From an optimization exercise on the open Yosys and OpenROAD flow, aimed at small area; shortcuts taken in it are not production practice.
Only simulation tests tie the RTL to the original design; equivalence was not proved.

==> indigo: inputs <==
Design biquad_chain, start of the top module:
module biquad_chain (
    input  wire        clk,
    input  wire        rst,
    input  wire        cfg_we,
    input  wire [3:0]  cfg_addr,
    input  wire [17:0] cfg_data,
    input  wire        in_valid,
    output wire        in_ready,
    input  wire [15:0] in_l,
    input  wire [15:0] in_r,
    output wire        out_valid,
    input  wire        out_ready,
    output wire [15:0] out_l,
    output wire [15:0] out_r
);
    reg  [5:0] ph;
    reg        active;       
    reg        fresh;        
    reg        ov;
    assign in_ready  = (ph == 6'd63) && (!ov || out_ready);
    assign out_valid = ov;
    wire accept = in_valid && in_ready;
    function [1:0] dig;
        input [5:0] p;
        begin
            if (p >= 6'd56)      dig = (p == 6'd56) ? 2'd0 : (p == 6'd57) ? 2'd1 : 2'd2;
            else if (p >= 6'd49) dig = 2'd0;
            else                 dig = (p - 6'd1) % 3;
        end
  ...
==> flow/config.mk <==
export PLATFORM = sky130hd
export DESIGN_NAME = biquad_chain
export DESIGN_NICKNAME = biquad_chain
export VERILOG_FILES = /design/flow/design.v
export SDC_FILE = /design/flow/constraint.sdc
export NUM_CORES = 4
export LEC_CHECK = 0
export ABC_AREA = 1
export CAP_MARGIN = 20
export CORE_MARGIN = 2
export CORE_UTILIZATION = 50
export CTS_BUF_LIST = sky130_fd_sc_hd__clkbuf_16
export CTS_CLUSTER_DIAMETER = 100
export CTS_CLUSTER_SIZE = 25
export SLEW_MARGIN = 20
==> flow/constraint.sdc <==
create_clock -name core_clock -period 22.0 [get_ports {clk}]
set_input_delay 4.4000 -clock core_clock [delete_from_list [all_inputs] [get_ports {clk}]]
set_output_delay 4.4000 -clock core_clock [all_outputs]
set_load 0.01 [all_outputs]
standard.sh (not shown) runs the stock make flow with config.mk's settings and CLKGATE_MAP_FILE= SYNTH_SCRIPT=/design/flow/synth_recipe.tcl, a recipe that flattens the netlist after the stock synthesis.
==> flow/flow/run.sh <==
#!/bin/bash
# Standard layout, with the port buffers made of the smallest buffer cell
# (sky130_fd_sc_hd__buf_1) instead of the default clkdlybuf4s50_1.
set -euo pipefail
export BUFFER_PORTS_ARGS="-buffer_cell sky130_fd_sc_hd__buf_1"
bash standard.sh > standard.log 2>&1
==> ember (differences from indigo) <==
--- a/flow/design.v
+++ b/flow/design.v
@@ -17,20 +17,12 @@
     reg        active;       
     reg        fresh;        
     reg        ov;
     assign in_ready  = (ph == 6'd63) && (!ov || out_ready);
     assign out_valid = ov;
     wire accept = in_valid && in_ready;
-    function [1:0] dig;
-        input [5:0] p;
-        begin
-            if (p >= 6'd56)      dig = (p == 6'd56) ? 2'd0 : (p == 6'd57) ? 2'd1 : 2'd2;
-            else if (p >= 6'd49) dig = 2'd0;
-            else                 dig = (p - 6'd1) % 3;
-        end
-    endfunction
     reg  [1:0] di;           
     reg [17:0] cr [0:15];
     function [3:0] slot_of;
         input [3:0] a;
         case (a)
             4'd0: slot_of = 4'd0;   4'd1: slot_of = 4'd3;   4'd2: slot_of = 4'd9;
@@ -57,98 +49,116 @@
         end
     endgenerate
     wire [5:0] cdig = (di == 2'd0) ? cr[0][5:0] : (di == 2'd1) ? cr[15][11:6] : cr[14][17:12];
     wire       cdl  = (di == 2'd1) ? cr[15][5] : (di == 2'd2) ? cr[14][11] : 1'b0;
     reg [15:0] ya, yb, ol, orr;
     reg [16:0] v;
-    reg [1:0] xs, ys;
-    reg       sb;
-    wire [5:0] pn = ph + 6'd1;
+    reg [10:0] ctl_n;
     always @(*) begin
-        xs = 2'd0; ys = 2'd0; sb = 1'b0;
-        if (pn >= 6'd1 && pn < 6'd16) begin             
-            case ((pn - 6'd1) / 3)
-                0, 1, 3: begin xs = 2'd1; ys = 2'd1; sb = 1'b1; end    
-                default: begin ys = 2'd3; sb = 1'b1; end              
-            endcase
-        end else if (pn >= 6'd16 && pn < 6'd31) begin   
-            case ((pn - 6'd16) / 3)
-                0, 1, 3: begin xs = 2'd1; end                         
-                default: begin ys = 2'd2; sb = 1'b1; end              
-            endcase
-        end else if (pn >= 6'd31 && pn < 6'd49) begin
-            case ((pn - 6'd31) / 3)
-                0, 1, 4: begin ys = 2'd3; end                         
-                2, 5:    begin ys = 2'd1; sb = 1'b1; end              
-                default: begin xs = 2'd2; ys = 2'd1; end              
-            endcase
-        end else begin
-            xs = 2'd2; ys = 2'd1; sb = 1'b1;                          
-        end
+        case (ph)
+            6'd0: ctl_n = 11'b01011100100;
+            6'd1: ctl_n = 11'b01011100001;
+            6'd2: ctl_n = 11'b01011100010;
+            6'd3: ctl_n = 11'b01011101000;
+            6'd4: ctl_n = 11'b01011100001;
+            6'd5: ctl_n = 11'b01011100010;
+            6'd6: ctl_n = 11'b00111001100;
+            6'd7: ctl_n = 11'b00111000001;
+            6'd8: ctl_n = 11'b00111000010;
+            6'd9: ctl_n = 11'b01011110000;
+            6'd10: ctl_n = 11'b01011100001;
+            6'd11: ctl_n = 11'b01011100010;
+            6'd12: ctl_n = 11'b00111001100;
+            6'd13: ctl_n = 11'b00111000001;
+            6'd14: ctl_n = 11'b00111000010;
+            6'd15: ctl_n = 11'b01010100100;
+            6'd16: ctl_n = 11'b01010100001;
+            6'd17: ctl_n = 11'b01010100010;
+            6'd18: ctl_n = 11'b01010101000;
+            6'd19: ctl_n = 11'b01010100001;
+            6'd20: ctl_n = 11'b01010100010;
+            6'd21: ctl_n = 11'b00101001100;
+            6'd22: ctl_n = 11'b00101000001;
+            6'd23: ctl_n = 11'b00101000010;
+            6'd24: ctl_n = 11'b01010110000;
+            6'd25: ctl_n = 11'b01010100001;
+            6'd26: ctl_n = 11'b01010100010;
+            6'd27: ctl_n = 11'b00101001100;
+            6'd28: ctl_n = 11'b00101000001;
+            6'd29: ctl_n = 11'b00101000010;
+            6'd30: ctl_n = 11'b00110000100;
+            6'd31: ctl_n = 11'b00110000001;
+            6'd32: ctl_n = 11'b00110000010;
+            6'd33: ctl_n = 11'b00110001000;
+            6'd34: ctl_n = 11'b00110000001;
+            6'd35: ctl_n = 11'b00110000010;
+            6'd36: ctl_n = 11'b00011001100;
+            6'd37: ctl_n = 11'b00011000001;
+            6'd38: ctl_n = 11'b00011000010;
+            6'd39: ctl_n = 11'b10010010000;
+            6'd40: ctl_n = 11'b10010000001;
+            6'd41: ctl_n = 11'b10010000010;
+            6'd42: ctl_n = 11'b00110010000;
+            6'd43: ctl_n = 11'b00110000001;
+            6'd44: ctl_n = 11'b00110000010;
+            6'd45: ctl_n = 11'b00011001100;
+            6'd46: ctl_n = 11'b00011000001;
+            6'd47: ctl_n = 11'b00011000010;
+            6'd48: ctl_n = 11'b10011010000;
+            6'd49: ctl_n = 11'b10011010000;
+            6'd50: ctl_n = 11'b10011010000;
+            6'd51: ctl_n = 11'b10011010000;
+            6'd52: ctl_n = 11'b10011010000;
+            6'd53: ctl_n = 11'b10011010000;
+            6'd54: ctl_n = 11'b10011010000;
+            6'd55: ctl_n = 11'b10011010000;
+            6'd56: ctl_n = 11'b10011000001;
+            6'd57: ctl_n = 11'b10011000010;
+            6'd58: ctl_n = 11'b10011000010;
+            6'd59: ctl_n = 11'b10011000010;
+            6'd60: ctl_n = 11'b10011000010;
+            6'd61: ctl_n = 11'b10011000010;
+            6'd62: ctl_n = 11'b10011000010;
+            6'd63: ctl_n = 11'b10011010000;
+            default: ctl_n = 11'd0;
+        endcase
     end
+    wire [1:0] xs = ctl_n[10:9];
+    wire [1:0] ys = ctl_n[8:7];
+    wire       sb = ctl_n[6];
+    wire       sh = ctl_n[5];
+    wire [2:0] ssn = (fresh && (ctl_n[4:2] == 3'd1 || ctl_n[4:2] == 3'd2)) ? 3'd4 : ctl_n[4:2];
     wire [16:0] xo = (xs == 2'd1) ? {ol[15], ol} : (xs == 2'd2) ? {yb[15], yb} : 17'd0;
     wire [16:0] yo = (ys == 2'd1) ? {orr[15], orr} : (ys == 2'd2) ? {yb[15], yb} :
                      (ys == 2'd3) ? {ya[15], ya} : 17'd0;
     wire [16:0] yx = yo ^ {17{sb}};
     wire [17:0] oc;
-    wire [16:0] vn;
+    wire [16:0] vs;
+    wire [16:0] vn = sh ? {vs[16], vs[16:1]} : vs;
     assign oc[0] = sb;
     genvar gb;
     generate
         for (gb = 0; gb < 17; gb = gb + 1) begin : g_opadd
-            assign vn[gb]   = xo[gb] ^ yx[gb] ^ oc[gb];
+            assign vs[gb]   = xo[gb] ^ yx[gb] ^ oc[gb];
             assign oc[gb+1] = (xo[gb] & yx[gb]) | (xo[gb] & oc[gb]) | (yx[gb] & oc[gb]);
         end
     endgenerate
     reg  [29:0] acc;
     reg  [17:0] lo;
     reg  [34:0] z1f [0:2];
     reg  [33:0] z2f [0:2];
     wire [35:0] res = {acc[17:0], lo};        
-    reg [2:0] ss, ssn;
-    always @(*) begin
-        ssn = 3'd0;
-        if (dig(pn) == 2'd0) begin
-            if (pn >= 6'd1 && pn < 6'd31) begin
-                case ((pn - 6'd1) % 15 / 3)
-                    0: ssn = 3'd1;
-                    1: ssn = 3'd2;
-                    3: ssn = 3'd4;
-                    default: ssn = 3'd3;
-                endcase
-            end else if (pn >= 6'd31 && pn < 6'd49) begin
-                case ((pn - 6'd31) / 3)
-                    0: ssn = 3'd1;
-                    1: ssn = 3'd2;
-                    3, 4: ssn = 3'd4;
-                    default: ssn = 3'd3;
-                endcase
-            end else begin
-                ssn = 3'd4;
-            end
-            if (fresh && (ssn == 3'd1 || ssn == 3'd2)) ssn = 3'd4;
-        end
-    end
+    reg [2:0] ss;
     wire [35:0] src = (ss == 3'd0) ? {{6{acc[29]}}, acc} :
                       (ss == 3'd1) ? {z1f[0][34], z1f[0]} :
                       (ss == 3'd2) ? {{2{z2f[0][33]}}, z2f[0]} :
                       (ss == 3'd3) ? res : 36'd8192;
     wire [35:0] sum;
     bq_mac u_mac (.src(src), .v(v), .d(cdig), .dl(cdl), .s(sum));
     wire        ovf = !(&acc[17:11] || !(|acc[17:11]));
     wire [15:0] ysat = ovf ? (acc[17] ? 16'h8000 : 16'h7fff) : {acc[11:0], lo[17:14]};
-    wire [16:0] ic;
-    wire [15:0] isum;
-    assign ic[0] = 1'b0;
-    generate
-        for (gb = 0; gb < 16; gb = gb + 1) begin : g_inadd
-            assign isum[gb]  = in_l[gb] ^ in_r[gb] ^ ic[gb];
-            assign ic[gb+1]  = (in_l[gb] & in_r[gb]) | (in_l[gb] & ic[gb]) | (in_r[gb] & ic[gb]);
-        end
-    endgenerate
-    wire [15:0] mid = {in_l[15] ^ in_r[15] ^ ic[16], isum[15:1]};
     assign out_l = ol;
     assign out_r = orr;
     always @(posedge clk) begin
         acc <= sum[35:6];
         lo  <= {sum[5:0], lo[17:6]};
         v   <= vn;
@@ -160,13 +170,13 @@
             ph     <= 6'd0;
             active <= 1'b0;
             fresh  <= 1'b1;
             ov     <= 1'b0;
         end else begin
             ph <= ph + 6'd1;
-            di <= dig(pn);
+            di <= ctl_n[1:0];
             ss <= ssn;
             if (ov && out_ready)
                 ov <= 1'b0;
             if (accept)
                 active <= 1'b1;
             if (active && ph == 6'd59) begin
@@ -175,13 +185,13 @@
                 ov     <= 1'b1;
             end
         end
     end
     always @(posedge clk) begin
         if (accept) begin
-            ol  <= mid;
+            ol  <= in_l;
             orr <= in_r;
         end
         if (active) begin
             case (ph)
                 6'd4:  ya  <= ysat;             
                 6'd19: yb  <= ysat;             
CORE_UTILIZATION = 60   (was 50)
==> nickel (differences from indigo) <==
==> flow/run.sh (new file) <==
#!/bin/bash
# synth_recipe.tcl (not shown) runs the flow's synth.tcl, then flattens the netlist and writes it again
# the make line also repeats each setting of config.mk as NAME=value (left out here)
make -C /OpenROAD-flow-scripts/flow DESIGN_CONFIG=/design/flow/config.mk WORK_HOME=/design/flow/orfs CLKGATE_MAP_FILE= SYNTH_SCRIPT=/design/flow/synth_recipe.tcl finish
removed: flow/flow/run.sh
removed: flow/standard.sh
==> flow_summary.toml <==
[setup_path]
worstPathArrival_ps = 14420
path_buf_inv = 8
rrSetupSlack_ps = 8150

[outcome]
run_status = "timing/DRC/antenna clean"

[yosys]
synth.distinct_cells = 58

[route]
wl_per_cell_um = 18.8

[hold_path]
min_to = "lo[5]"

[layout]
buffers = 119

[place]
dp.cells = 3632
(the above is from nickel)
==> flow_summary.toml <==
[setup_path]
path_buf_inv = 10
rrSetupSlack_ps = 8220
worstPathArrival_ps = 14340

[floorplanning]
start_util_pct = 60.7

[place]
dp.cells = 3591

[layout]
buffers = 130
final_cells = 3638
buf_share_pct = 2.18

[yosys]
synth.distinct_cells = 45
syn_area_sq_um = 27500

[outcome]
run_status = "timing/DRC/antenna clean"

[route]
wl_per_cell_um = 19.3

[hold_path]
min_to = "z2f[0][9]"
(the above is from ember)
==> flow_summary.toml <==
[outcome]
run_status = "timing/DRC/antenna clean"

[layout]
final_cell_area_sq_um = 29600
buffers = 113

[sta]
period_share_pct = 62.8

[setup_path]
rrSetupSlack_ps = 8180
worstPathArrival_ps = 14380

[grt]
grt_overflow_total = 0
antenna_found_initial = 0

[place]
dp.cells = 3628

[route]
wl_per_cell_um = 18.3

[power]
combPwrFrac_pct = 48.2
(the above is from indigo)

==> separate check: timing with driven ports <==
Ports are ideal in the flow. The routed layouts listed here were re-timed in OpenROAD.
Step 1: set_driving_cell puts a clkbuf_16 on clk and a buf_2 on each other input, an assumption about the parent block.
Step 2 adds t to the input delays and takes it off the output delays; t is the mean of the earliest and latest rising clock arrival at the registers after step 1. Input paths then give back, and output paths get back, about the clock's delay inside the block.
Slacks: no drivers / after step 1 / after step 2; pairs: no drivers / after step 1.
| run | t (ns) | setup WS [ns] | worst hold slack (ns) | worst register clock-pin slew, ns | worst slew at a driven data input, ns |
|---|---|---|---|---|---|
| indigo | 0.657 | 8.178 / 8.178 / 8.178 | 0.415 / 0.415 / 0.415 | 0.11 / 0.11 | 0.05 |
| ember | 0.677 | 8.223 / 8.223 / 8.223 | 0.415 / 0.415 / 0.415 | 0.11 / 0.11 | 0.04 |
| nickel | 0.669 | 8.149 / 8.149 / 8.149 | 0.411 / 0.411 / 0.411 | 0.11 / 0.11 | 0.07 |
After both steps setup and hold are still met in every run listed.
